Context: an optimization exercise on an open-source flow, tuned for small area, a short achievable clock period and few clock cycles. The choices shown serve that exercise and are no tape-out recipe.
At most, simulation tests tie the RTL to the original design; equivalence was not proved.
Function not checked in run 3: the RTL went through the layout flow alone.
Power and IR drop assume default switching activity.

`flow/design.v`:
```
module frx_rx (
    input  wire         clk,
    input  wire         rst,
    input  wire         cmd_valid,
    output wire         cmd_ready,
    input  wire [31:0]  cmd_word,
    output reg          rsp_valid,
    output reg  [3:0]   rsp_status,
    output wire [9:0]   rsp_plen,
    output wire [15:0]  rsp_rcur,
    output reg  [511:0] rsp_data,
    input  wire         rx_valid,
    output wire         rx_ready,
    input  wire [7:0]   rx_data,
    input  wire         rx_nobyte,
    input  wire         rx_ioerr
);
    localparam [3:0] ST_OK = 4'd0, ST_TIMEOUT = 4'd1, ST_IO_ERROR = 4'd3,
                     ST_TRUNCATED = 4'd4, ST_INVALID = 4'd5, ST_ILLEGAL = 4'd6;
    localparam [3:0] RS_SYNC0 = 4'd0, RS_SYNC1 = 4'd1, RS_SYNC2 = 4'd2, RS_SYNC3 = 4'd3,
                     RS_REQID = 4'd4, RS_LENLO = 4'd5, RS_LENHI = 4'd6,
                     RS_PAYLOAD = 4'd7, RS_CKLO = 4'd8, RS_CKHI = 4'd9;
    reg          busy;           
    reg  [3:0]   rs;
    reg  [7:0]   exp_id;
    reg  [7:0]   lenlo;
    reg  [6:0]   dlen;           
    reg  [5:0]   widx;           
    reg  [7:0]   cklo;
    reg  [15:0]  acc;
    reg  [7:0]   breg;           
    reg          acc_add, acc_clr;
    reg  [6:0]   plen;           
    reg  [15:0]  rcur;
    reg  [7:0]   pbuf [0:63];
    reg          mchk;           
    reg          mdat;           
    reg          ment;           
    reg          uerr;           
    reg  [1:0]   pc;             
    reg  [1:0]   nlast;          
    reg  [5:0]   slen_q;         
    reg  [9:0]   ctx;            
    reg          mfirst;         
    wire         mp = mchk | mdat;
    reg  [5:0]   sel;
    reg          rdy;
    reg          u_q;            
    reg  [16:1]  ge_q;           
    reg          sfit_q;         
    reg          sone_q;         
    assign cmd_ready = rdy;
    assign rx_ready  = busy;
    assign rsp_plen  = {3'd0, plen};
    assign rsp_rcur  = rcur;
    wire [511:0] st0;
    genvar g;
    generate
        for (g = 0; g < 64; g = g + 1) begin : g_flat
            assign st0[8*g +: 8] = pbuf[g];
        end
    endgenerate
    wire [511:0] st1, st2, st3, st4, st5, st6;
    assign st1 = sel[5] ? {st0[511:256], st0[511:256]} : st0;
    assign st2 = sel[4] ? {st1[511:384], st1[511:128]} : st1;
    assign st3 = sel[3] ? {st2[511:448], st2[511:64]}  : st2;
    assign st4 = sel[2] ? {st3[511:480], st3[511:32]}  : st3;
    assign st5 = sel[1] ? {st4[511:496], st4[511:16]}  : st4;
    assign st6 = sel[0] ? {st5[511:504], st5[511:8]}   : st5;
    wire [135:0] out = st6[135:0];
    wire        rc_small = (rcur[15:7] == 9'd0);
    wire [6:0]  rc = rcur[6:0];
    wire [7:0]  rc1  = {1'b0, rc} + 8'd1;
    wire [7:0]  rc2  = {1'b0, rc} + 8'd2;
    wire [7:0]  rc4  = {1'b0, rc} + 8'd4;
    wire [7:0]  rc8  = {1'b0, rc} + 8'd8;
    wire [7:0]  rc39 = {1'b0, rc} + 8'd39;
    reg  ok1, ok2, ok4, ok8, ok39;
    reg  [6:0] nr1, nr2, nr4, nr8, nrs;      
    reg  [5:0] rc16_q, rc32_q;
    reg  [1:0] nlast_q;
    wire [7:0]  slen   = out[7:0];
    wire [8:0]  rcs    = {1'b0, rc1} + {1'b0, slen};
    wire        s_fit  = ok1 && sfit_q;
    wire        s_one  = sone_q;                      
    wire [1:0]  s_nlast = (slen <= 8'd32) ? 2'd1 : (slen <= 8'd48) ? 2'd2 : 2'd3;
    wire [6:0]  rcm    = rc + {1'b0, slen_q} + 7'd1;  
    wire [5:0] rem_c = slen_q - {pc, 4'd0};
    wire [7:0] remv  = mp ? {2'd0, rem_c} : slen;
    wire [15:0] ct, c0, e0g, f0g, xe0, xed, xf0, xf4, bad;
    generate
        for (g = 0; g < 16; g = g + 1) begin : g_cls
            wire [7:0] c = out[8*(g+1) +: 8];
            assign ct[g]  = c[7] & ~c[6];
            assign c0[g]  = c[7] & c[6];
            assign e0g[g] = c[7] & c[6] & c[5];
            assign f0g[g] = c[7] & c[6] & c[5] & c[4];
            assign xe0[g] = (c == 8'hE0);
            assign xed[g] = (c == 8'hED);
            assign xf0[g] = (c == 8'hF0);
            assign xf4[g] = (c == 8'hF4);
            assign bad[g] = (c[7:1] == 7'h60) | (f0g[g] & (c[3] | (c[2] & (c[1] | c[0]))));
        end
    endgenerate
    wire [9:0]  cx   = ctx & {10{mchk}};
    wire [18:0] ac0  = {c0,  cx[0], 2'b00};
    wire [18:0] ae0g = {e0g, cx[1], cx[7], 1'b0};
    wire [18:0] af0g = {f0g, cx[2], cx[8], cx[9]};
    wire [16:0] axe0 = {xe0, cx[3]};
    wire [16:0] axed = {xed, cx[4]};
    wire [16:0] axf0 = {xf0, cx[5]};
    wire [16:0] axf4 = {xf4, cx[6]};
    wire [16:0] expc;
    wire [15:0] perr;
    generate
        for (g = 0; g < 17; g = g + 1) begin : g_exp
            assign expc[g] = ac0[g+2] | ae0g[g+1] | af0g[g];
        end
        for (g = 0; g < 16; g = g + 1) begin : g_err
            wire [7:0] c = out[8*(g+1) +: 8];
            wire pe = (axe0[g] & ~c[5]) | (axed[g] & c[5]) |
                      (axf0[g] & ~c[5] & ~c[4]) | (axf4[g] & (c[5] | c[4]));
            assign perr[g] = bad[g] | (ct[g] ^ expc[g]) | pe;
        end
    endgenerate
    wire [15:0] lt_r;
    wire [16:0] eq_r;
    generate
        for (g = 0; g < 17; g = g + 1) begin : g_pos
            if (g < 16) begin : g_lt
                assign lt_r[g] = (remv > g);
            end
            assign eq_r[g] = (remv == g);
        end
    endgenerate
    wire [16:0] e_now = {1'b0, perr & lt_r} | (expc & eq_r);
    wire u_err = u_q;
    wire [9:0] ctx_new = {f0g[13], f0g[14], e0g[14], xf4[15], xf0[15], xed[15], xe0[15],
                          f0g[15], e0g[15], c0[15]};
    wire [7:0]  opc = cmd_word[7:0];
    wire [7:0]  cid = cmd_word[15:8];
    wire [15:0] imm = cmd_word[31:16];
    wire cid_z = (cid == 8'd0);
    wire imm_z = (imm == 16'd0);
    wire fire  = cmd_valid && rdy;
    wire is_recv = (opc == 8'h03) && imm_z;
    wire is_set  = (opc == 8'h05) && cid_z;
    wire rd_cmd  = (opc[7:4] == 4'h4) && (opc[3:0] <= 4'hD);
    wire rdv     = fire && rd_cmd && cid_z && imm_z;
    wire [15:0] d;
    generate
        for (g = 0; g < 16; g = g + 1) begin : g_dec
            assign d[g] = (opc[3:0] == g);
        end
    endgenerate
    wire r1  = (d[0] | d[4] | d[8]) & ok1;
    wire r2  = (d[1] | d[5]) & ok2;
    wire r4  = (d[2] | d[6] | d[9]) & ok4;
    wire r8  = (d[3] | d[7] | d[10] | d[12]) & ok8;
    wire rs1 = d[11] & s_fit & s_one & ~u_err;
    wire rd_ok = r1 | r2 | r4 | r8 | rs1;
    wire rd_tr = (d[0] | d[4] | d[8]) & ~ok1 | (d[1] | d[5]) & ~ok2 |
                 (d[2] | d[6] | d[9]) & ~ok4 | (d[3] | d[7] | d[10] | d[12]) & ~ok8 |
                 d[13] & ~ok39 | d[11] & ~s_fit;
    wire go_ent = d[13] & ok39;
    wire go_str = d[11] & s_fit & ~s_one;
    wire uerr_eff = uerr | mfirst & u_err;
    wire mload = mchk & (pc == nlast) | mdat & ~uerr_eff;
    wire mfull = mload & (pc == 2'd0);                   
    wire mpart = mload & (pc != 2'd0);                   
    wire mflg1 = mload & ment & (pc == 2'd1);            
    wire mflg2 = mload & ment & (pc == 2'd2);            
    wire mflg0 = mfull & ment;                           
    wire mshift = mdat & ~uerr_eff & ~(ment & (pc == 2'd2));
    wire sx8  = rdv & d[4] & ok1 & out[7];
    wire sx16 = rdv & d[5] & ok2 & out[15];
    wire sx32 = rdv & d[6] & ok4 & out[31];
    reg [511:0] dnext;
    reg         mk;
    integer k;
    always @(*) begin
        dnext = 512'd0;
        dnext[7:0] = out[7:0] & {8{rdv & (r1 & ~d[8] | r2 | r4 | r8 | rs1) | mfull & ~ment}};
        dnext[0]   = dnext[0] | ((rdv & r1 & d[8] | mflg0) & (out[7:0] != 8'd0));
        for (k = 1; k < 17; k = k + 1) begin
            mk = mfull | mpart & ({2'd0, rem_c} >= k) & ~(mflg1 & (k == 9) | mflg2 & (k == 4));
            if (k < 2)
                mk = mk | rdv & (r2 | r4 | r8 | rs1 & ge_q[k]);
            else if (k < 4)
                mk = mk | rdv & (r4 | r8 | rs1 & ge_q[k]);
            else if (k < 8)
                mk = mk | rdv & (r8 | rs1 & ge_q[k]);
            else
                mk = mk | rdv & rs1 & ge_q[k];
            dnext[8*k +: 8] = out[8*k +: 8] & {8{mk}};
            if (k < 8)
                dnext[8*k +: 8] = dnext[8*k +: 8] |
                    {8{sx8 | (k >= 2) & sx16 | (k >= 4) & sx32}};
        end
        dnext[72] = dnext[72] | (mflg1 & (out[79:72] != 8'd0));
        dnext[32] = dnext[32] | (mflg2 & (out[39:32] != 8'd0));
        dnext[511:136] = rsp_data[383:8] & {376{mshift}};
    end
    wire [6:0] rc_next = r1 ? nr1 : r2 ? nr2 : r4 ? nr4 : r8 ? nr8 : nrs;
    wire [5:0] rc16 = rc[5:0] + 6'd16;
    wire [5:0] rc32 = rc[5:0] + 6'd32;
    wire [5:0] rc48 = rc[5:0] + 6'd48;
    wire       take = busy && rx_valid;
    wire [7:0] b    = rx_data;
    reg  [7:0] expb;
    always @(*) begin
        case (rs)
            RS_SYNC0: expb = 8'h0D;
            RS_SYNC1: expb = 8'hF0;
            RS_SYNC2: expb = 8'hAD;
            RS_SYNC3: expb = 8'h8B;
            default:  expb = exp_id;
        endcase
    end
    wire b_match  = (b == expb);
    wire len_ok   = (lenlo != 8'd0) && (lenlo <= 8'd64);
    wire last_pl  = ({1'b0, widx} == dlen - 7'd1);
    wire lo_match = (cklo == acc[7:0]);
    wire ck_ok    = lo_match && (b == acc[15:8]);
    always @(posedge clk) begin
        rsp_data <= dnext;
    end
    integer m;
    always @(posedge clk) begin
        if (busy && rs == RS_PAYLOAD) begin
            for (m = 0; m < 64; m = m + 1)
                if (widx == m) pbuf[m] <= b;
        end
    end
    always @(posedge clk) begin
        u_q    <= |e_now;
        sfit_q <= (rcs <= {2'b0, plen});
        nr1     <= rc1[6:0];
        nr2     <= rc2[6:0];
        nr4     <= rc4[6:0];
        nr8     <= rc8[6:0];
        nrs     <= rcs[6:0];
        rc16_q  <= rc16;
        rc32_q  <= rc32;
        nlast_q <= s_nlast;
        if (rst) begin
            ok1  <= 1'b0;
            ok2  <= 1'b0;
            ok4  <= 1'b0;
            ok8  <= 1'b0;
            ok39 <= 1'b0;
        end else begin
            ok1  <= rc_small && (rc1  <= {1'b0, plen});
            ok2  <= rc_small && (rc2  <= {1'b0, plen});
            ok4  <= rc_small && (rc4  <= {1'b0, plen});
            ok8  <= rc_small && (rc8  <= {1'b0, plen});
            ok39 <= rc_small && (rc39 <= {1'b0, plen});
        end
        sone_q <= (slen <= 8'd16);
        for (m = 1; m < 17; m = m + 1)
            ge_q[m] <= (slen >= m);
    end
    always @(posedge clk) begin
        ctx    <= ctx_new;
        if (!mp) begin
            ment   <= (opc[3:0] == 4'hD);
            nlast  <= (opc[3:0] == 4'hD) ? 2'd2 : nlast_q;
            slen_q <= (opc[3:0] == 4'hD) ? 6'd38 : slen[5:0];
            uerr   <= (opc[3:0] != 4'hD) & u_err;
        end
        mfirst <= 1'b0;
        if (acc_clr)
            acc <= 16'd0;
        else if (acc_add)
            acc <= (acc + {8'd0, breg}) << 1;
        breg    <= b;
        acc_add <= 1'b0;
        acc_clr <= 1'b0;
        if (rst) begin
            busy      <= 1'b0;
            mchk      <= 1'b0;
            mdat      <= 1'b0;
            rdy       <= 1'b1;
            rsp_valid <= 1'b0;
            plen      <= 7'd0;
            rcur      <= 16'd0;
            sel       <= 6'd0;
            pc        <= 2'd0;
        end else begin
            rsp_valid <= 1'b0;
            if (rsp_valid)
                rdy <= 1'b1;
            if (rdv) begin
                rdy       <= 1'b0;
                rsp_valid <= !(go_ent | go_str);
                if (go_ent) begin
                    mdat   <= 1'b1;
                    pc     <= 2'd2;
                    sel    <= rc32_q;
                end else if (go_str) begin
                    mchk   <= 1'b1;
                    pc     <= 2'd1;
                    sel    <= rc16_q;
                end else if (rd_ok) begin
                    rcur[6:0]  <= rc_next;
                    sel        <= rc_next[5:0];
                    rsp_status <= ST_OK;
                end else if (rd_tr) begin
                    rsp_status <= ST_TRUNCATED;
                end else begin
                    rsp_status <= ST_INVALID;
                end
            end else if (fire) begin
                rdy       <= 1'b0;
                rsp_valid <= !is_recv;
                if (is_recv) begin
                    busy    <= 1'b1;
                    exp_id  <= cid;
                    plen    <= 7'd0;
                    rcur    <= 16'd0;
                    sel     <= 6'd0;
                    rs      <= RS_SYNC0;
                    acc_clr <= 1'b1;
                end else if (is_set) begin
                    rcur       <= imm;
                    sel        <= imm[5:0];
                    rsp_status <= ST_OK;
                end else begin
                    rsp_status <= ST_ILLEGAL;
                end
            end else if (mchk) begin
                uerr <= uerr | u_err;
                if (pc == nlast) begin
                    mchk   <= 1'b0;
                    mdat   <= 1'b1;
                    mfirst <= 1'b1;
                    pc     <= pc - 2'd1;
                    sel    <= (pc == 2'd3) ? rc32 : (pc == 2'd2) ? rc16 : rc[5:0];
                end else begin
                    pc  <= pc + 2'd1;
                    sel <= (pc == 2'd1) ? rc32 : rc48;
                end
            end else if (mdat) begin
                if (uerr_eff) begin
                    mdat       <= 1'b0;
                    pc         <= 2'd0;
                    sel        <= rc[5:0];
                    rsp_valid  <= 1'b1;
                    rsp_status <= ST_INVALID;
                end else if (pc == 2'd0) begin
                    mdat       <= 1'b0;
                    rsp_valid  <= 1'b1;
                    rsp_status <= ST_OK;
                    rcur[6:0]  <= rcm;
                    sel        <= rcm[5:0];
                end else begin
                    pc  <= pc - 2'd1;
                    sel <= (pc == 2'd2) ? rc16 : rc[5:0];
                end
            end else if (take) begin
                case (rs)
                    RS_SYNC0, RS_SYNC1, RS_SYNC2, RS_SYNC3, RS_REQID: begin
                        if (b_match) begin
                            acc_add <= 1'b1;
                            rs      <= rs + 4'd1;
                        end else begin
                            acc_clr <= 1'b1;
                            rs      <= RS_SYNC0;
                        end
                    end
                    RS_LENLO: begin
                        acc_add <= 1'b1;
                        lenlo   <= b;
                        rs      <= RS_LENHI;
                    end
                    RS_LENHI: begin
                        if (len_ok && b == 8'd0) begin
                            acc_add <= 1'b1;
                            dlen    <= lenlo[6:0];
                            widx    <= 6'd0;
                            rs      <= RS_PAYLOAD;
                        end else begin
                            acc_clr <= 1'b1;
                            rs      <= RS_SYNC0;
                        end
                    end
                    RS_PAYLOAD: begin
                        acc_add <= 1'b1;
                        widx    <= widx + 6'd1;
                        if (last_pl)
                            rs <= RS_CKLO;
                    end
                    RS_CKLO: begin
                        cklo <= b;
                        rs   <= RS_CKHI;
                    end
                    default: begin    
                        if (ck_ok) begin
                            busy       <= 1'b0;
                            plen       <= dlen;    
                            rsp_valid  <= 1'b1;
                            rsp_status <= ST_OK;
                        end else begin
                            acc_clr <= 1'b1;
                            rs      <= RS_SYNC0;
                        end
                    end
                endcase
            end else if (busy && (rx_ioerr || rx_nobyte)) begin
                busy       <= 1'b0;
                rsp_valid  <= 1'b1;
                rsp_status <= rx_ioerr ? ST_IO_ERROR : ST_TIMEOUT;
            end
        end
    end
endmodule
```
`flow/flow/run.sh`:
```
#!/bin/bash
# The standard layout (standard.sh, unchanged synthesis, power grid and
# tap cells), with two changes to how it is made:
#  - timing repair aims at 26.4 ns of setup slack instead of 0, so the
#    resizer upsizes and buffers the longest paths;
#  - ports are buffered with buf_2 instead of the default delay buffer.
# The full ORFS/make output goes to standard.log in this folder.
set -euo pipefail
bash standard.sh SETUP_SLACK_MARGIN=26.4 \
    "BUFFER_PORTS_ARGS=-buffer_cell sky130_fd_sc_hd__buf_2" \
    finish > standard.log 2>&1
```
`flow/standard.sh`:
```
#!/bin/bash
# synth_recipe.tcl (not shown) runs the flow's synth.tcl, then flattens the netlist and writes it again
# the make line also repeats each setting of config.mk as NAME=value (left out here)
make -C /OpenROAD-flow-scripts/flow DESIGN_CONFIG=/design/flow/config.mk WORK_HOME=/design/flow/orfs CLKGATE_MAP_FILE= SYNTH_SCRIPT=/design/flow/synth_recipe.tcl "${@:-finish}"
```
`flow/config.mk`:
```
export PLATFORM = sky130hd
export DESIGN_NAME = frx_rx
export DESIGN_NICKNAME = frx_rx
export VERILOG_FILES = /design/flow/design.v
export SDC_FILE = /design/flow/constraint.sdc
export NUM_CORES = 4
export LEC_CHECK = 0
export CAP_MARGIN = 40
export CORE_MARGIN = 2
export CORE_UTILIZATION = 30
export SLEW_MARGIN = 40
```
`flow/constraint.sdc`:
```
create_clock -name core_clock -period 35.0 [get_ports {clk}]
set_input_delay 7.0000 -clock core_clock [delete_from_list [all_inputs] [get_ports {clk}]]
set_output_delay 7.0000 -clock core_clock [all_outputs]
set_load 0.01 [all_outputs]
```
==> results.txt, run 1 <==
- Status: no timing/DRC/antenna violations
- Initial core utilization: around 30%
- Worst Skew: approximately 47 ps
- Met2 global-route usage: roughly 37%
- Final-layout fill cell count: 18500
- Adder-cell share of the synthesized area: under 10%
- Sink Count: approximately 1200
- Share of cells above drive strength 1: a little under a third
- CTS Buf Count: 130
- First-pass GRT wire length: about 310000 um
- First-pass DRT Iterations: 7
- Post-synthesis async set-or-reset flop share: 0%
- Reg clk slew, reported paths: approximately 60 ps
- Die W: 442 um
- WHS: approximately 440 ps
- Max Fclk: about 120 MHz
- Max-slew violation count: 0
- Clock Power Share: a little over a third
- Power after layout: 3880 uW
- HP Class: reg -> reg
- Synth Area in Simple Gates: about an eighth
- Synth Area in XOR/XNOR: approximately 1.6%
- Dpl ws: 24600 ps
- Synth top area share: 29.5%
- Vias in the first global route: 40900
- Met1 GRT Util: a little over a quarter
- Synthesized area: between 0.05 and 0.06 mm^2
- Gate power share: approximately a quarter
- Post-synthesis mux area share: approximately a fifth
- Worst reg2reg path endpoint: u_q
- Iter 0 DRT Violations: ~4700
- CP endpoint kind: register
- Critical Path RT: around 36000 ps
- Synth warn: 2
- Diodes inserted: 0
- Detailed placer's ending HPWL: about 170000 um
- Aggregate negative setup slack: 0 ps
- LEAKAGE: around 0.027 uW
- P_sw: 1240 uW
- Min Tclk post-route: between 8000 and 9000 ps
- Fin area: roughly 0.069 mm^2
- Vias per cell: about 5.4
- Slew @ Worst Pin: between 900 and 1000 ps
- Final worst slack: approximately 26000 ps
- Num rows: 160
- Multi-input logic area: 0.0267 mm^2
- Layout overhead on the synthesized area: 19.2%
- Die H: 442 um
- EDFF count, synth: ~570
- Global route hottest layer: met2
- CTS hold repair buffers: 0
- I/O pin cnt: a little under 600
- Drt total wl: between 200000 and 250000 um
- Flop pwr share: 39.6%
- Top post-synthesis cells by area: edfxtp_1, dfxtp_1, mux4_2
- Flop and latch count out of synthesis: roughly 1200
- CTS Root Cell: clkbuf_16
- RSZ-0062 raised after global routing: true
- Residual DRC count: 0
- Clock Latency Late Sink: 810 ps
- Sequential cell area: about 0.030 mm^2
- Total congestion overflow: 0
- Synth area leader: edfxtp_1
- Critical path class: in -> reg
- Register area share after synthesis: between 50% and 60%
- Fin nets: between 5000 and 6000
- CP max FO: 8
- Final worst-path cycle share: around a quarter
- Worst-case clock buffer depth: 3
- Hold Crit Start: rsp_data[302]
- RD Place Congestion: about 1.0
- R2r setup slk: around 28000 ps
- Yosys cell types: approximately 100
- Relative slew slack: between 30% and 40%
- Reg-to-reg startpoint: sel[4]
- Endpoint, Worst Hold: rsp_data[430]
- Initial antenna violation count: 2
- Mapped Cells: between 4000 and 5000
- Critical Path AT: about 9400 ps
- Largest net degree at the start of global routing: between 200 and 250
- Sw Share: approximately a third
- Reg2Reg Depth: 14
- DR WL/cell: roughly 29 um
- Core area: 0.190 mm^2
- Vias: 42800
- Startpoint Class: input pin
- Final hold viol count: 0
- Largest family of logic cells by synthesized area: multiplexers
- Post-route ant nets: 0
- CTS tree: done
- Avg Cell Area, Syn: between 10 and 15 um^2
- WHS Path Cells: 1
- Power Density: roughly 57 mW/mm^2
- Compound-cell area share of the yosys netlist: between 8 and 9%
- Placed Area: ~0.063 mm^2
- Setup-failing EPs final: 0
- Peak VDD IR: between 0.05 and 0.06 mV
- Internal: around 2600 uW
- Gr usage total: between 20 and 25%
- Max-Cap Viols: 0
- Main synth FF type: dfxtp_1
- Number of H-tree levels: 4
- Met3 Usage GRT: under 10%
- Die area: roughly 0.20 mm^2
- Port bufs: between 500 and 600
-- cells by family after synthesis --
family          count (synthesis)
simple gates                 1378
flops                        1213
mux                           787
compound gates                719
buf+inv                       405
xor+xnor                      102
fa+ha+maj                      86
other cells                     1
-- cell type report --
cell class                      count  share of cell area [%]
Inverter                          117                   0.680
Timing Repair Buffer              701                    5.84
Clock buffer                      172                    5.38
Sequential cell                  1213                    43.7
Clock inverter                     61                   0.986
Multi-Input combinational cell   3080                    38.9
Tap cell                         2511                    4.58
-- synth_stat cells, types with 32 or more instances --
master      n
dfxtp_1   648
edfxtp_1  565
and2_1    395
nor2_1    354
mux4_2    292
mux2i_1   271
nand2_1   245
mux2_2    195
o21ai_0   159
clkbuf_1  151
a21oi_1   137
inv_1     113
ha_1       83
nor3_1     69
nand3_1    59
o22ai_1    59
xnor2_1    57
buf_2      49
a211oi_1   46
nor2b_1    46
xor2_1     45
nand2b_1   43
o211ai_1   41
buf_1      35
nor4_1     35
a21o_1     32
-- power groups by stage --
| stage | Sequential, uW | Combinational, uW | Clock, uW |
|---|---|---|---|
| after floorplan | 1550 | 555 | 0 |
| after global placement | 1570 | 876 | 0 |
| after detailed placement | 1560 | 881 | 0 |
| after CTS | 1530 | 888 | 1450 |
| after global routing | 1540 | 958 | 1500 |
| final | 1540 | 924 | 1420 |
-- per-layer routing --
metal / vias up / part of all wire, %
met4: 0 / 6.2
met5: - / 0
met3: 469 / 7.4
met2: 2123 / 48
li1: 18600 / -
met1: 21600 / 39
-- state kept, by name, summed over array words and instances (netlist names), 10 cells and up --
| name | cells |
|---|---|
| ctx | 10 |
| pbuf | 512 |
| rcur | 16 |
| rsp_data | 512 |
| acc | 15 |
| ge_q | 16 |
-- cell usage in the layout (no fill, tap or decap), types with 109 or more instances in the layout --
| cell | n |
|---|---|
| mux2i_1 | 266 |
| buf_2 | 583 |
| dfxtp_1 | 635 |
| nor2_1 | 296 |
| nand2_1 | 233 |
| clkbuf_16 | 137 |
| a21oi_1 | 124 |
| mux2_2 | 195 |
| mux4_2 | 292 |
| inv_1 | 109 |
| and2_1 | 395 |
| edfxtp_1 | 565 |
-- worst max-delay path, cell delays in order --
cell and delay (ps):
buf_6 90, or4_4 540, nor2_4 210, nand3_4 120, nor3_4 230, buf_6 150, or4b_4 480, inv_4 90
a41oi_4 80, o21a_4 280, o21ai_2 70
-- metrics by stage --
| stage | util, % | cells |
|---|---|---|
| 2_1_floorplan | - | 4694 |
| 3_3_place_gp | 33.1 | 7578 |
| 3_5_place_dp | 33.3 | 7582 |
| 4_1_cts | 35.7 | 7826 |
| 5_1_grt | 36.0 | 7855 |
| 6_report | 36.0 | 7855 |
-- repair_timing --
item | 4_1_cts | 5_1_grt
pin swaps | 8 | 23
buffers inserted | 9 | 22
cloned | 2 | 3
endpoints found under the setup margin | 207 | 109
gates resized for setup | 48 | 117
-- worst max-delay path by stage --
stage	startpoint	end	slack, ps	cells past startpoint
global route	rx_data[4]	rsp_status[0]	26260	8
global placement	cmd_word[9]	rsp_data[63]	24730	9
CTS	cmd_valid	rsp_data[37]	26390	10
floorplan	cmd_word[9]	rsp_data[32]	25820	11
finish	cmd_word[10]	rsp_data[33]	26350	11
detailed placement	cmd_word[13]	rsp_data[37]	24600	11
Testbench counts, summed over its fixed seeds: cycles 32,000.
==> run 2: changes to the inputs <==
==> flow/flow/run.sh (replaced) <==
#!/bin/bash
# The standard layout (standard.sh, unchanged synthesis, power grid and
# tap cells), with two changes to how it is made:
#  - timing repair aims at 26.4 ns of setup slack instead of 0, so the
#    resizer upsizes and buffers the longest paths;
#  - ports are buffered with buf_1 instead of the default delay buffer.
# The full ORFS/make output goes to standard.log in this folder.
set -euo pipefail
bash standard.sh SETUP_SLACK_MARGIN=26.4 \
    "BUFFER_PORTS_ARGS=-buffer_cell sky130_fd_sc_hd__buf_1" \
    finish > standard.log 2>&1
==> run 2 against run 1 <==
Compared with the run above: still clean on timing, DRC and antenna; worst hold slack improved by 5.0 ps; clock skew grew 8.7 ps; synthesized cell count is the same; cell count shrank 0.15%; maximum frequency up 0.59%; non-clock buffer count shrank 7; via count is essentially flat; critical path depth did not move; final area shrank 2.0%; utilization fell by 0.72 points; setup slack gained 51 ps; critical path type unchanged.
==> results.txt, run 2 <==
- Largest net degree at the start of global routing: 225 (was 213)
- CP max FO: 8 (unchanged)
- CTS Buf Count: 119 (was 130)
- Synth warn: 2 (unchanged)
- Die area: 0.195 mm^2 (unchanged)
- Mapped Cells: 4691 (unchanged)
- Initial core utilization: 30.2% (unchanged)
- Commonest non-fill, non-tap cell in the layout: dfxtp_1 (unchanged)
- Top cells by count, synth: dfxtp_1, edfxtp_1, and2_1, nor2_1, mux4_2 (unchanged)
- Vias per cell: 5.45 (was 5.44)
- LEAKAGE: 0.0243 uW (was 0.0270 uW)
- CP bufs+invs: 3 (unchanged)
- Post-route ant nets: 0 (unchanged)
- Count leader, synth: dfxtp_1 (unchanged)
- Yosys cell types: 101 (unchanged)
- Avg Cell Area, Syn: 12.3 um^2 (unchanged)
- Share of cells above drive strength 1: 18.9% (was 30.4%)
- Drt total wl: 221000 um (was 226000 um)
- Critical Path RT: 35690 ps (was 35710 ps)
- Core area: 0.190 mm^2 (unchanged)
- DR WL/cell: 28.2 um (was 28.7 um)
- Startpoint Class: input pin (unchanged)
- Critical path class: in -> reg (unchanged)
- Crit path from: cmd_word[9] (was cmd_word[10])
- Relative slew slack: 31.4% (was 32.2%)
- WHS: 443 ps (was 438 ps)
- Num rows: 160 (unchanged)
- Sink Count: 1213 (unchanged)
- Residual DRC count: 0 (unchanged)
- Number of H-tree levels: 3 (was 4)
- Top post-synthesis cells by area: edfxtp_1, dfxtp_1, mux4_2 (unchanged)
- Max-slew violation count: 0 (unchanged)
- First-pass GRT wire length: 309000 um (was 314000 um)
- Setup-failing EPs final: 0 (unchanged)
- RSZ-0062 raised after global routing: true (unchanged)
- Max Fclk: 116 MHz (about the same)
- Multi-input logic area: 0.0265 mm^2 (was 0.0267 mm^2)
- Peak VDD IR: 0.0369 mV (was 0.0551 mV)
- Initial antenna violation count: 7 (was 2)
- RD Place Congestion: 0.997 (was 1.01)
- Die H: 442 um (unchanged)
- Detailed placer's ending HPWL: 166000 um (was 171000 um)
- Post-synthesis async set-or-reset flop share: 0% (unchanged)
- Power after layout: 3730 uW (was 3880 uW)
- Clock Latency Late Sink: 800 ps (was 810 ps)
- Main synth FF type: dfxtp_1 (unchanged)
- Synth top area share: 29.5% (unchanged)
- Most frequent cells in the layout: dfxtp_1, edfxtp_1, buf_1 (was dfxtp_1, buf_2, edfxtp_1)
- Max-Cap Viols: 0 (unchanged)
- Die W: 442 um (unchanged)
- Final hold viol count: 0 (unchanged)
- Sequential cell area: 0.0300 mm^2 (about the same)
- Gr usage total: 21.7% (was 22.2%)
- EDFF count, synth: 565 (unchanged)
- Port bufs: 586 (unchanged)
- Synth area leader: edfxtp_1 (unchanged)
- Crit-path max cell delay: 530 ps (was 540 ps)
- Final-layout fill cell count: 18600 (was 18500)
- Hold Crit Start: rsp_data[371] (was rsp_data[302])
- Crit-path slowest cell: or4_4 (unchanged)
- Worst Skew: 55.5 ps (was 46.7 ps)
- Top Registers: pbuf (512), rsp_data (512) (unchanged)
- I/O pin cnt: 591 (unchanged)
- Aggregate negative setup slack: 0 ps (unchanged)
- CTS hold repair buffers: 0 (unchanged)
- Power Density: 55.5 mW/mm^2 (was 56.6 mW/mm^2)
- Most frequent CP cell: buf_6 (unchanged)
- CP endpoint kind: register (unchanged)
- CTS Root Cell: clkbuf_16 (unchanged)
- Reg2Reg Depth: 22 (was 14)
- First-pass DRT Iterations: 8 (was 7)
- Worst reg2reg path endpoint: sfit_q (was u_q)
- Status: no timing/DRC/antenna violations (unchanged)
- CTS tree: done (unchanged)
- Vias in the first global route: 41200 (was 40900)
- Reg-to-reg startpoint: sel[5] (was sel[4])
- R2r setup slk: 27330 ps (was 27820 ps)
- Worst-case clock buffer depth: 3 (unchanged)
- Min Tclk post-route: 8600 ps (was 8650 ps)
- Final worst-path cycle share: 24.6% (was 24.7%)
- Reg clk slew, reported paths: 60 ps (about the same)
- Iter 0 DRT Violations: 4641 (was 4742)
- Total congestion overflow: 0 (unchanged)
- Endpoint, Worst Hold: rsp_data[499] (was rsp_data[430])
- Slew @ Worst Pin: 1030 ps (was 988 ps)
- Critical Path, Cell by Cell: buf_6 > or4_4 > nor2_4 > nand3_4 > nor3_4 > buf_6 > or4b_4 > clkinv_4 > a41oi_4 > o21a_4 > o21ai_1 (was buf_6 > or4_4 > nor2_4 > nand3_4 > nor3_4 > buf_6 > or4b_4 > inv_4 > a41oi_4 > o21a_4 > o21ai_2)
- HP Class: reg -> reg (unchanged)
- Vias: 42800 (about the same)
- WHS Path Cells: 1 (unchanged)
- Flop and latch count out of synthesis: 1213 (unchanged)
- Critical Path AT: 9290 ps (was 9360 ps)
- Fin nets: 5358 (was 5375)
- Synthesized area: 0.0576 mm^2 (unchanged)
- Layout overhead on the synthesized area: 16.8% (was 19.2%)
- Register area share after synthesis: 52.0% (unchanged)
- CP top delay family: simple AND/OR/NAND/NOR gates (unchanged)
## run 2: kinds of logic after synthesis
logic type	synth area share [%]
xor gates and xnor gates	1.55
adders and majority gates	1.91
DFF	52.0
muxes	20.6
other	0.00651
and+or+nand+nor	12.3
AOI/OAI and AO/OA	8.37
buffers and inverters	3.27
## run 2: per-layer routing
layer / track usage [%] / vias to the layer above / wire length [um]
met4: 11.9 / 2 / 13800
met1: 25.4 / 21400 / 82100
li1: - / 18600 / -
met3: 5.44 / 534 / 19400
met2: 36.2 / 2266 / 106000
met5: 0 / - / 13
## run 2: worst register-to-register path, stage by stage, from the launching register on
cell and delay, ps:
dfxtp_4 730, buf_6 570, buf_4 760, buf_6 610, mux4_2 700, mux4_2 640
mux2i_1 400, or2_2 190, o31a_1 640, inv_1 270, ha_1 400, a21o_1 190
a21oi_1 220, nor2b_1 70, nor2_1 120, nor2b_1 60, nor2_1 120, xnor2_1 190
ha_1 310, nand3_1 100, nor2_1 50, o21ai_0 170, nor3_1 60
## run 2: repair_timing
action / CTS / global route
endpoints found under the setup margin: 201 / 97
cloned: 2 / 3
pin swaps: 5 / 12
buffers inserted: 7 / 15
resized for setup: 60 / 84
## run 2: final cells by class
class,instances,share of cell area [%]
clock inverters,63,0.871
diodes,6,0.0223
well taps,2511,4.67
inverters,117,0.694
multi-input cells,3081,39.4
repair buffers,694,4.79
flip-flops and latches,1213,44.6
clock buffers,158,4.97
## run 2: worst max path at each step
| stage | slack (ps) | endpoint | depth (start not counted) |
|---|---|---|---|
| 2_1_floorplan | 25820 | rsp_data[32] | 11 |
| 3_3_place_gp | 24780 | rsp_data[32] | 11 |
| 3_5_place_dp | 24670 | rsp_data[59] | 11 |
| 4_1_cts | 26400 | rsp_data[59] | 11 |
| 5_1_grt | 26240 | rsp_status[0] | 8 |
| 6_report | 26400 | rsp_data[52] | 11 |
## run 2: where the power goes
group	switching, uW	internal [uW]	total [uW]	leakage (uW)
logic	590	308	898	0.0120
clock network	583	714	1300	0.00191
registers	31.8	1510	1540	0.0103
total	1200	2530	3730	0.0243
## run 2: through the flow
stage | util [%] | area, um^2 | setup WS, ps | std cells
after CTS | 35.1 | 66700 | 26400 | 7817
after floorplan | - | 57900 | 25820 | 4694
final | 35.3 | 67300 | 26400 | 7843
after global placement | 32.8 | 62400 | 24780 | 7587
after global routing | 35.3 | 67200 | 26240 | 7838
after detailed placement | 32.9 | 62600 | 24670 | 7587
==> run 3: changes to the inputs <==
--- a/flow/design.v
+++ b/flow/design.v
@@ -24,5 +24,5 @@
     reg  [3:0]   rs;
     reg  [7:0]   exp_id;
-    reg  [7:0]   lenlo;
+    reg          len_ok;         
     reg  [6:0]   dlen;           
     reg  [5:0]   widx;           
@@ -219,5 +219,4 @@
     end
     wire b_match  = (b == expb);
-    wire len_ok   = (lenlo != 8'd0) && (lenlo <= 8'd64);
     wire last_pl  = ({1'b0, widx} == dlen - 7'd1);
     wire lo_match = (cklo == acc[7:0]);
@@ -270,4 +269,5 @@
         end
         mfirst <= 1'b0;
+        rsp_status <= ST_OK;
         if (acc_clr)
             acc <= 16'd0;
@@ -371,5 +371,6 @@
                     RS_LENLO: begin
                         acc_add <= 1'b1;
-                        lenlo   <= b;
+                        dlen    <= b[6:0];
+                        len_ok  <= (b != 8'd0) && (b <= 8'd64);
                         rs      <= RS_LENHI;
                     end
@@ -377,5 +378,4 @@
                         if (len_ok && b == 8'd0) begin
                             acc_add <= 1'b1;
-                            dlen    <= lenlo[6:0];
                             widx    <= 6'd0;
                             rs      <= RS_PAYLOAD;
==> run 3 against run 2 <==
Compared with the run above: still clean on timing, DRC and antenna; area after synthesis decreased by 0.27%; sequential power barely moved; die area decreased by 0.27%.
==> results.txt, run 3 <==
- Status: no timing/DRC/antenna violations (unchanged)
- Worst Skew: 31.0 ps (was 55.5 ps)
- Most frequent cells in the layout: dfxtp_1, buf_1, edfxtp_1 (was dfxtp_1, edfxtp_1, buf_1)
- Slew @ Worst Pin: 1020 ps (was 1030 ps)
- Peak VDD IR: 0.0572 mV (was 0.0369 mV)
- Met1 GRT Util: 29.4% (was 25.4%)
- CP max FO: 7 (was 8)
- Dpl ws: 24800 ps (was 24670 ps)
- Multi-input logic area: 0.0266 mm^2 (was 0.0265 mm^2)
- Layout overhead on the synthesized area: 18.2% (was 16.8%)
- Post-synthesis async set-or-reset flop share: 0% (unchanged)
- LEAKAGE: 0.0244 uW (was 0.0243 uW)
- Reg2Reg Depth: 15 (was 22)
- Crit-path max cell delay: 530 ps (about the same)
- CP endpoint kind: register (unchanged)
- CTS Buf Count: 131 (was 119)
- Residual DRC count: 0 (unchanged)
- Initial antenna violation count: 8 (was 7)
- Critical Path, Cell by Cell: buf_6 > or4_4 > nor2_4 > nand3_4 > or3_4 > nor4_2 > nor2_2 > nand2_1 > buf_4 > a211oi_1 (was buf_6 > or4_4 > nor2_4 > nand3_4 > nor3_4 > buf_6 > or4b_4 > clkinv_4 > a41oi_4 > o21a_4 > o21ai_1)
- Top post-synthesis cells by area: edfxtp_1, dfxtp_1, mux4_2 (unchanged)
- Final worst-path cycle share: 24.7% (was 24.6%)
- Synthesized area: 0.0574 mm^2 (was 0.0576 mm^2)
- Vias per cell: 5.57 (was 5.45)
- Synth warn: 2 (unchanged)
- Critical Path AT: 9270 ps (was 9290 ps)
- Final-layout fill cell count: 18700 (was 18600)
- WHS: 436 ps (was 443 ps)
- Mapped Cells: 4927 (was 4691)
- DR WL/cell: 30.0 um (was 28.2 um)
- R2r setup slk: 27060 ps (was 27330 ps)
- Vias in the first global route: 42900 (was 41200)
- WHS Path Cells: 1 (unchanged)
- Sink Count: 1206 (was 1213)
- Final worst slack: 26370 ps (was 26400 ps)
- CTS Root Cell: clkbuf_16 (unchanged)
- Synth area leader: edfxtp_1 (unchanged)
- Max-slew violation count: 0 (unchanged)
- Avg Cell Area, Syn: 11.7 um^2 (was 12.3 um^2)
- Startpoint Class: input pin (unchanged)
- Post-route ant nets: 0 (unchanged)
- Min Tclk post-route: 8630 ps (was 8600 ps)
- Die area: 0.195 mm^2 (about the same)
- Num rows: 160 (unchanged)
- Met3 Usage GRT: 6.25% (was 5.44%)
- Commonest non-fill, non-tap cell in the layout: dfxtp_1 (unchanged)
- Core Util, Final: 35.7% (was 35.3%)
- I/O pin cnt: 591 (unchanged)
- Total congestion overflow: 0 (unchanged)
- Met2 global-route usage: 37.8% (was 36.2%)
- Flop and latch count out of synthesis: 1206 (was 1213)
- Fin nets: 5609 (was 5358)
- Register area share after synthesis: 51.7% (was 52.0%)
- Reg clk slew, reported paths: 60 ps (about the same)
- HP Class: reg -> reg (unchanged)
- Power after layout: 3890 uW (was 3730 uW)
- Top cells by count, synth: dfxtp_1, edfxtp_1, and2_1, nor2_1, nand2_1 (was dfxtp_1, edfxtp_1, and2_1, nor2_1, mux4_2)
- Reg-to-reg startpoint: sel[5] (unchanged)
- CTS hold repair buffers: 0 (unchanged)
- Detailed placer's ending HPWL: 182000 um (was 166000 um)
- Final hold viol count: 0 (unchanged)
- Main synth FF type: dfxtp_1 (unchanged)
- Setup-failing EPs final: 0 (unchanged)
- Sequential cell area: 0.0297 mm^2 (was 0.0300 mm^2)
- Number of H-tree levels: 4 (was 3)
- Max Fclk: 116 MHz (about the same)
- Critical Path RT: 35640 ps (was 35690 ps)
- Power Density: 57.3 mW/mm^2 (was 55.5 mW/mm^2)
- Count leader, synth: dfxtp_1 (unchanged)
- Drt total wl: 243000 um (was 221000 um)
- Relative slew slack: 31.5% (was 31.4%)
- Initial core utilization: 30.2% (about the same)
- First-pass DRT Iterations: 7 (was 8)
- Critical path class: in -> reg (unchanged)
- Aggregate negative setup slack: 0 ps (unchanged)
- Gr usage total: 24.0% (was 21.7%)
- Top Registers: pbuf (512), rsp_data (512) (unchanged)
- CP top delay family: simple AND/OR/NAND/NOR gates (unchanged)
- Die W: 441 um (was 442 um)
- Worst reg2reg path endpoint: u_q (was sfit_q)
- Hold Crit Start: rsp_data[325] (was rsp_data[371])
- Clock Latency Late Sink: 800 ps (about the same)
- EDFF count, synth: 555 (was 565)
- CP bufs+invs: 2 (was 3)
- Core area: 0.190 mm^2 (about the same)
- Worst-case clock buffer depth: 3 (unchanged)
- Iter 0 DRT Violations: 5300 (was 4641)
- CTS tree: done (unchanged)
- Synth top area share: 29.0% (was 29.5%)
- RD Place Congestion: 1.03 (was 0.997)
- Port bufs: 586 (unchanged)
- First-pass GRT wire length: 333000 um (was 309000 um)
- Yosys cell types: 109 (was 101)
- RSZ-0062 raised after global routing: true (unchanged)
- Max-Cap Viols: 0 (unchanged)
- Global route hottest layer: met2 (unchanged)
- Die H: 441 um (was 442 um)
- Crit-path slowest cell: or4_4 (unchanged)
- Share of cells above drive strength 1: 18.1% (was 18.9%)
- Endpoint, Worst Hold: rsp_data[453] (was rsp_data[499])
- Vias: 45100 (was 42800)
- Largest net degree at the start of global routing: 256 (was 225)
## run 3: cell types whose count changed after synthesis, sizes merged, moves of 27 or more
cell,delta
nor2,+39
a211oi,+34
nand2,+40
mux2i,-59
a21oi,+34
mux4,-81
inv,-27
o22ai,+33
## run 3: metrics by stage
stage,instances,area [um^2]
global route,8094,67900
detailed placement,7826,62800
finish,8096,67900
floorplan,4930,57800
global placement,7819,62400
CTS,8075,67500
## run 3: power breakdown
| group | switching, uW | internal [uW] |
|---|---|---|
| logic | 622 | 294 |
| clock network | 610 | 840 |
| registers | 29.9 | 1500 |
| total | 1260 | 2630 |
## run 3: what timing repair did
item | 4_1_cts | 5_1_grt
setup endpoints to repair | 152 | 95
pin swaps | 4 | 17
gates resized for setup | 45 | 34
buffers inserted | 9 | 16
gates cloned | 1 | 1
## run 3: how the worst max path moves through the flow
stage,slack [ps],start,to,cells after the start
after floorplan,25970,cmd_word[9],sel[5],12
after global placement,24910,cmd_word[1],rsp_data[32],8
after detailed placement,24800,cmd_word[1],rsp_data[32],8
after CTS,26340,cmd_word[9],rsp_data[32],11
after global routing,26290,cmd_word[12],rsp_data[32],11
final,26370,cmd_word[12],sel[1],10
## run 3: metal layers
layer,vias to the layer above,share of wire (%),routed length (um)
met5,-,0.030,72
met1,22400,38,92900
met2,2530,46,110000
li1,19500,-,-
met3,583,9.6,23300
met4,12,6.6,15900
## run 3: kinds of logic (layout without fill, tap and decap cells)
kind of cell             count (synthesis)  count (layout)  share of synthesized area, %
multiplexers                           650             650                          16.4
AND/OR/NAND/NOR                       1545            1546                          13.8
adder cells (fa/ha/maj)                 86              86                          1.91
AO/OA/AOI/OAI                          932             933                          11.3
buffers and inverters                  399            1050                          3.22
XOR/XNOR                               108             108                          1.65
other                                    1               6                       0.00653
flip-flops                            1206            1206                          51.7
## run 3: layout make-up
cell class / instances / share of cell area (%)
diodes: 2 / 0.00737
clock buffers: 161 / 5.19
clock inverters: 78 / 1.42
multi-input cells: 3327 / 39.2
repair buffers: 721 / 5.19
flip-flops and latches: 1206 / 43.8
inverters: 90 / 0.511
well taps: 2511 / 4.63
## run 3: worst register-to-register path: cells and delay by family (launching register included)
kind	cells	cell delay [ps]
compound gates	4	1730
buf+inv	3	1570
flops	1	820
mux	4	2150
simple gates	4	1420

static timing again, ports no longer ideal:
In the flow no input, the clock included, has a driving cell. The finished layouts below were timed again as built, in two steps.
Step 1, drivers: a clkbuf_16 drives clk and a buf_2 each remaining input, both assumed.
Step 2, shift: input delay + t, output delay - t, t = (earliest + latest rising clock arrival at the registers) / 2. This alone moves slack from input paths to output paths.
Slacks: ideal ports / drivers / drivers and shift; pairs: ideal ports / drivers.
| run | t, ns | setup WS [ns] | hold slack, ns | worst slew at a driven data input, ns | cell pins on the clock port's net |
|---|---|---|---|---|---|
| run 1 | 0.879 | 26.347 / 26.372 / 25.530 | 0.438 / 0.438 / 0.438 | 0.05 | 1 |
| run 2 | 0.855 | 26.398 / 26.377 / 25.590 | 0.443 / 0.443 / 0.443 | 0.10 | 1 |
| run 3 | 0.881 | 26.369 / 26.372 / 25.548 | 0.436 / 0.436 / 0.436 | 0.10 | 1 |
After both steps every run listed still meets setup and hold. The setup slack of run 3, which loses most, moves by +0.003 ns with the drivers and by -0.821 ns with both steps.
